From an optimization exercise on the open Yosys and OpenROAD flow, aimed at small area; shortcuts taken in it are not production practice. Only simulation tests tie the RTL to the original design; equivalence was not proved. No activity file was given, so power comes from the tool's default toggle rates.

==> flow/design.v (excerpt) <==
module qseq (
    input  wire        clk,
    input  wire        rst,
    input  wire        cmd_valid,
    input  wire [7:0]  cmd_op,
    input  wire [31:0] cmd_addr,
    input  wire [31:0] cmd_len,
    input  wire [31:0] cmd_arg,
    output wire        rdy,
    output wire        done,
    output reg  [7:0]  res_code,
    output wire [2:0]  res_cause,
    output reg  [63:0] res_value,
    output reg  [3:0]  bri_op,
    output wire        bri_clear_all,
    output reg  [7:0]  txn_opcode,
    output wire [23:0] txn_addr,
    output wire [2:0]  txn_addr_lines,
    output wire [5:0]  txn_addr_bits,
    output wire [2:0]  txn_data_lines,
    output wire [4:0]  txn_dummy,
    output wire [1:0]  txn_dir,
    output wire [31:0] txn_len,
    output wire [7:0]  bri_wdata,
    input  wire [2:0]  bri_flags,
    input  wire [7:0]  bri_rdata,
    output wire        hbuf_we,
    output wire        hbuf_re,
    output wire [31:0] hbuf_addr,
    output wire [7:0]  hbuf_wdata,
    input  wire [7:0]  hbuf_rdata
);
For scale: ~140 flip-flops, ~340 I/O pins.
==> flow/config.mk <==
export PLATFORM = sky130hd
export DESIGN_NAME = qseq
export DESIGN_NICKNAME = qseq
export VERILOG_FILES = /design/flow/design.v
export SDC_FILE = /design/flow/constraint.sdc
export NUM_CORES = 4
export LEC_CHECK = 0
export CAP_MARGIN = 20
export CORE_MARGIN = 2
export CORE_UTILIZATION = 50
export CTS_BUF_LIST = sky130_fd_sc_hd__clkbuf_8
export PLACE_DENSITY = 0.7
export SLEW_MARGIN = 20
==> flow/constraint.sdc <==
create_clock -name core_clock -period 10.0 [get_ports {clk}]
set_input_delay 2.0000 -clock core_clock [delete_from_list [all_inputs] [get_ports {clk}]]
set_output_delay 2.0000 -clock core_clock [all_outputs]
set_load 0.01 [all_outputs]
standard.sh (not shown) runs the stock make flow with config.mk's settings and CLKGATE_MAP_FILE= SYNTH_SCRIPT=/design/flow/synth_recipe.tcl, a recipe that flattens the netlist after the stock synthesis.
==> flow/flow/run.sh <==
#!/bin/bash
# The standard layout (standard.sh), with these changes:
# - synthesis maps the logic with ABC's default script (flow/abc.script) and
#   leaves adders to ABC instead of extracting half/full-adder cells; the
#   registers are those of the standard synthesis;
# - each port is buffered by the smallest plain buffer (buf_1);
# - clock tree synthesis uses clkbuf_8 and adds no dummy loads.
set -euo pipefail
here=$(pwd)
export BUFFER_PORTS_ARGS="-buffer_cell sky130_fd_sc_hd__buf_1"
export CTS_ARGS="-sink_clustering_enable -repair_clock_nets -buf_list sky130_fd_sc_hd__clkbuf_8 -dont_use_dummy_load"
export MY_ABC_SCRIPT="$here/flow/abc.script"
{
  cat <<'TCL'
# ABC with this flow's script in place of the one the platform picks
proc abc {args} {
  set out {}
  set skip 0
  foreach a $args {
    if {$skip} { set skip 0; lappend out $::env(MY_ABC_SCRIPT); continue }
    if {$a eq "-script"} { set skip 1 }
    lappend out $a
  }
  yosys abc {*}$out
}
# no half/full-adder extraction: ABC maps the adders
proc extract_fa {args} { }
TCL
  cat synth_recipe.tcl
} > my_synth.tcl
sed "s|SYNTH_SCRIPT=[^ ]*|SYNTH_SCRIPT=$here/my_synth.tcl|" standard.sh > my_standard.sh
grep -q "SYNTH_SCRIPT=$here/my_synth.tcl" my_standard.sh
bash my_standard.sh > standard.log 2>&1
==> flow/flow/abc.script <==
strash
&get -n
&fraig -x
&put
scorr
dc2
dretime
strash
&get -n
&dch -f
&nf
&put
==> next run, changes <==
--- a/flow/design.v
+++ b/flow/design.v
@@ -292,15 +292,14 @@
             8'h10: begin in_k = K_INIT; in_ninit = 1'b0; end
             8'h11: in_k = K_WR;
             8'h12: in_k = K_ER4;
             8'h13: begin in_k = K_VER; in_ninit = 1'b0; end
             default: begin in_k = K_VER; in_legal = 1'b0; end
         endcase
     end
-    wire [31:0] in_wa = (cmd_op == 8'h11) ? {4'd0, cmd_addr[27:0]} : cmd_addr;
     wire in_abi = (cmd_op == 8'h10) || (cmd_op == 8'h11) || (cmd_op == 8'h12);
     wire wf_ok = (st[4] || s == T_CFG) ? !bri_flags[0] :
                  (s == T_CLR)          ? bri_flags[1] :
                  g[0]                  ? bri_flags[2] : (bri_flags[1] | bri_flags[2]);
     always @* begin
         st_n     = st;
         ph_n     = P_X;
@@ -332,20 +331,22 @@
                         abi_n   = in_abi;
                         st_n    = S_DISP;
                         cause_n = !in_legal ? 3'd5 : (in_ninit && !inited) ? 3'd4 : 3'd0;
                         if (in_k == K_INIT || in_k == K_DEIN) inited_n = 1'b0;
                         a_n     = (cmd_op == 8'h12) ? {8'd0, cmd_addr[27:12]} : cmd_addr[23:0];
                         r_n     = cmd_len;
                         p_n     = ~cmd_arg;
-                        stop_n  = cout32(in_wa, cmd_len) && !(&in_wa[31:8]);
+                        if (cmd_op == 8'h07) p_n[31:24] = cmd_addr[31:24];
+                        if (cmd_op == 8'h11) p_n[31:24] = {4'd0, cmd_addr[27:24]};
                     end
                 end
                 S_DISP: begin
                     stage_n = 3'd1;
                     if (k == K_RD || k == K_WR) p_n = 32'd0;
+                    stop_n  = cout32({p[31:24], a}, r) && !(&{p[31:24], a[23:8]});
                     if (cause != 3'd0) begin
                         a_n[7:0] = 8'd0;
                         st_n   = S_IDLED;
                     end else begin
                         ph_n = P_S;
                         case (k)
                             K_RS:  st_n = S_RS_CFG;
Outcome: Clock power climbs by about 1%. Clock-buffer cell count does not change. Routed wire length climbs by 3.3%. Power is higher by 9.1%. Critical path depth climbs by 8. Global-route usage rose by 0.88 points. Via count climbs by 2.5%.


## the previous run
Another version of the RTL of qseq (not shown whole).
Size in the first run: roughly 140 flip-flops, ~340 I/O pins, about 9700 sq um of cells after synthesis.
export LEC_CHECK = 0
export CAP_MARGIN = 20
export CORE_MARGIN = 2
export CORE_UTILIZATION = 50
export CTS_BUF_LIST = sky130_fd_sc_hd__clkbuf_8
export PLACE_DENSITY = 0.7
export SLEW_MARGIN = 20
create_clock -name core_clock -period 10.0 [get_ports {clk}]
==> flow/flow/run.sh <==
#!/bin/bash
# The standard layout (standard.sh), with two changes:
# - synthesis maps the logic with ABC's default script (flow/abc.script) and
#   leaves adders to ABC instead of extracting half/full-adder cells; the
#   registers are those of the standard synthesis;
# - each port is buffered by the smallest plain buffer (buf_1).
set -euo pipefail
here=$(pwd)
export BUFFER_PORTS_ARGS="-buffer_cell sky130_fd_sc_hd__buf_1"
export MY_ABC_SCRIPT="$here/flow/abc.script"
{
  cat <<'TCL'
# ABC with this flow's script in place of the one the platform picks
proc abc {args} {
  set out {}
  set skip 0
  foreach a $args {
    if {$skip} { set skip 0; lappend out $::env(MY_ABC_SCRIPT); continue }
    if {$a eq "-script"} { set skip 1 }
    lappend out $a
  }
  yosys abc {*}$out
}
# no half/full-adder extraction: ABC maps the adders
proc extract_fa {args} { }
TCL
  cat synth_recipe.tcl
} > my_synth.tcl
sed "s|SYNTH_SCRIPT=[^ ]*|SYNTH_SCRIPT=$here/my_synth.tcl|" standard.sh > my_standard.sh
grep -q "SYNTH_SCRIPT=$here/my_synth.tcl" my_standard.sh
bash my_standard.sh > standard.log 2>&1
Scripts as last shown in full above: flow/flow/abc.script
#### Input delta (the current run over the previous run)
-- flow/design.v --
<<< the previous run, line 80
    localparam [4:0] S_INIT_E  = 5'b11010;
    localparam [4:0] S_DEINIT  = 5'b11011;
    localparam [10:0] TB_1000   = 11'h7f6;
    localparam [16:0] TD_100000 = 17'h1f15b;
    localparam [16:0] TD_1000   = 17'h15089;
>>> the current run, line 80
    localparam [4:0] S_INIT_E  = 5'b11010;
    localparam [4:0] S_DEINIT  = 5'b11011;
    localparam [9:0]  TB_1000   = 10'h3f7;
    localparam [16:0] TD_100000 = 17'h1f15b;
    localparam [16:0] TD_1000   = 17'h15089;
<<< the previous run, line 92
    reg [2:0]  cause, cause_n;
    reg        chk, chk_n;
    reg [10:0] tb, tb_n;
    reg [16:0] td, td_n;
    reg [23:0] a, a_n;
>>> the current run, line 92
    reg [2:0]  cause, cause_n;
    reg        chk, chk_n;
    reg [9:0]  tb, tb_n;
    reg [16:0] td, td_n;
    reg [23:0] a, a_n;
<<< the previous run, line 98
    reg [31:0] p, p_n;
    reg        stop, stop_n;
    function [31:0] inc32(input [31:0] x, input ci);
        integer i;
        reg c;
        begin
            c = ci;
            for (i = 0; i < 32; i = i + 1) begin
                inc32[i] = x[i] ^ c;
>>> the current run, line 98
    reg [31:0] p, p_n;
    reg        stop, stop_n;
    function [31:0] inc32(input [31:0] x);
        integer i;
        reg c;
        begin
            c = 1'b1;
            for (i = 0; i < 32; i = i + 1) begin
                inc32[i] = x[i] ^ c;
<<< the previous run, line 109
        end
    endfunction
    function [31:0] dec32(input [31:0] x, input bi);
        integer i;
        reg b;
        begin
            b = bi;
            for (i = 0; i < 32; i = i + 1) begin
                dec32[i] = x[i] ^ b;
>>> the current run, line 109
        end
    endfunction
    function [31:0] dec32(input [31:0] x);
        integer i;
        reg b;
        begin
            b = 1'b1;
            for (i = 0; i < 32; i = i + 1) begin
                dec32[i] = x[i] ^ b;
<<< the previous run, line 120
        end
    endfunction
    function [23:0] inc24(input [23:0] x, input ci);
        integer i;
        reg c;
        begin
            c = ci;
            for (i = 0; i < 24; i = i + 1) begin
                inc24[i] = x[i] ^ c;
>>> the current run, line 120
        end
    endfunction
    function [23:0] inc24(input [23:0] x);
        integer i;
        reg c;
        begin
            c = 1'b1;
            for (i = 0; i < 24; i = i + 1) begin
                inc24[i] = x[i] ^ c;
<<< the previous run, line 173
        end
    endfunction
    wire        r_is0 = (r == 32'd0);
    wire        r_is1 = (r == 32'd1);
>>> the current run, line 173
        end
    endfunction
    wire [31:0] p_inc = inc32(p);
    wire [31:0] r_dec = dec32(r);
    wire [23:0] a_inc = inc24(a);
    wire        r_is0 = (r == 32'd0);
    wire        r_is1 = (r == 32'd1);
<<< the previous run, line 181
    wire use_p  = !we_ctx && !abi && !(k == K_WR || k_rmi);    
    wire p_hi1  = &p[31:1];
    wire        in_x  = (ph == P_X);
    wire        p_en  = in_x && (st == S_RD_BYTE || st == S_WR_BYTE || (st == S_CHK && !chk && use_p));
    wire        r_en  = in_x && (st == S_RD_BYTE || st == S_WR_BYTE);
    wire        a_en  = in_x && (st == S_WR_BYTE || (st == S_NEXT && k != K_WR));
    wire [31:0] p_cnt = inc32(p, p_en);
    wire [31:0] r_cnt = dec32(r, r_en);
    wire [23:0] a_cnt = inc24(a, a_en);
    wire [1:0] g = st[3:2];
    wire [1:0] s = st[1:0];
>>> the current run, line 184
    wire use_p  = !we_ctx && !abi && !(k == K_WR || k_rmi);    
    wire p_hi1  = &p[31:1];
    wire [1:0] g = st[3:2];
    wire [1:0] s = st[1:0];
<<< the previous run, line 310
        cause_n  = cause;
        chk_n    = chk;
        td_n     = td;
        a_n      = a_cnt;
        r_n      = r_cnt;
        p_n      = p_cnt;
        stop_n   = stop;
        if (ph == P_S) begin
            ph_n = wf_ok ? P_X : P_T;
        end else if (ph == P_T) begin
            if (&tb) begin
                cause_n = 3'd1;
>>> the current run, line 306
        cause_n  = cause;
        chk_n    = chk;
        tb_n     = tb;
        td_n     = td;
        a_n      = a;
        r_n      = r;
        p_n      = p;
        stop_n   = stop;
        if (ph == P_S) begin
            ph_n = wf_ok ? P_X : P_T;
        end else if (ph == P_T) begin
            tb_n = {tb[8:0], tb[9] ^ tb[6]};
            if (&tb) begin
                cause_n = 3'd1;
<<< the previous run, line 420
                        else                 st_n = S_DONE;
                    end else begin
                        if (!use_p) td_n = {td[15:0], td[16] ^ td[13]};
                        if (use_p ? (p_hi1 && !p[0]) : (&td)) begin
                            cause_n = we_ctx ? 3'd3 : 3'd2;
>>> the current run, line 418
                        else                 st_n = S_DONE;
                    end else begin
                        if (use_p) p_n  = p_inc;
                        else       td_n = {td[15:0], td[16] ^ td[13]};
                        if (use_p ? (p_hi1 && !p[0]) : (&td)) begin
                            cause_n = we_ctx ? 3'd3 : 3'd2;
<<< the previous run, line 452
                        st_n = S_DONE;
                    end
                end
                S_ER_D: begin
>>> the current run, line 451
                        st_n = S_DONE;
                    end
                    if (k != K_WR) a_n = a_inc;
                end
                S_ER_D: begin
<<< the previous run, line 476
                end
                S_RD_BYTE: begin
                    ph_n = P_S;
                    if (r_is1) begin
>>> the current run, line 476
                end
                S_RD_BYTE: begin
                    p_n  = p_inc;
                    r_n  = r_dec;
                    ph_n = P_S;
                    if (r_is1) begin
<<< the previous run, line 490
                end
                S_WR_BYTE: begin
                    ph_n = P_S;
                    if (r_is1 || a[7:0] == 8'hFF) begin
>>> the current run, line 492
                end
                S_WR_BYTE: begin
                    p_n  = p_inc;
                    r_n  = r_dec;
                    a_n  = a_inc;
                    ph_n = P_S;
                    if (r_is1 || a[7:0] == 8'hFF) begin
<<< the previous run, line 505
            endcase
        end
        tb_n = (ph == P_X) ? TB_1000 : {tb[9:0], tb[10] ^ tb[8]};
    end
    always @(posedge clk) begin
>>> the current run, line 510
            endcase
        end
        if (ph == P_X) tb_n = TB_1000;
    end
    always @(posedge clk) begin
Results
- Final cell area: the current run above the previous run
- Summary of the current run over the previous run: worst-case setup slack after placement lower, cell count lower, via count has remained practically unchanged, amount of wire on met3 after detailed routing +1.5%, total power saw a decrease.

-- what the ideal ports hide --
The results above use ideal ports. As a check the final layouts listed here were re-extracted and re-timed, cells and wires unchanged.
Step 1 assumes that a clkbuf_16 drives the clock port and a buf_2 every other input.
Step 2 times the ports against the registers' clock, not the clock port: input delays grow and output delays shrink by t, the midpoint of the rising clock arrivals with the driver on.
a / b / c = ideal / step 1 / step 2; a / b = the first two.
run	shift t [ns]	setup WS [ns]	worst setup path at the end	cell pins on the clock port's net
the first run of note 1	0.505	4.261 / 4.218 / 4.723	register to output	1
the second run of note 1	0.499	4.559 / 4.527 / 4.559	register to register	1
the previous run	0.509	4.303 / 4.258 / 4.767	register to output	1
the current run	0.505	4.027 / 3.986 / 4.491	register to output	1
After both steps setup and hold are still met in every run listed.
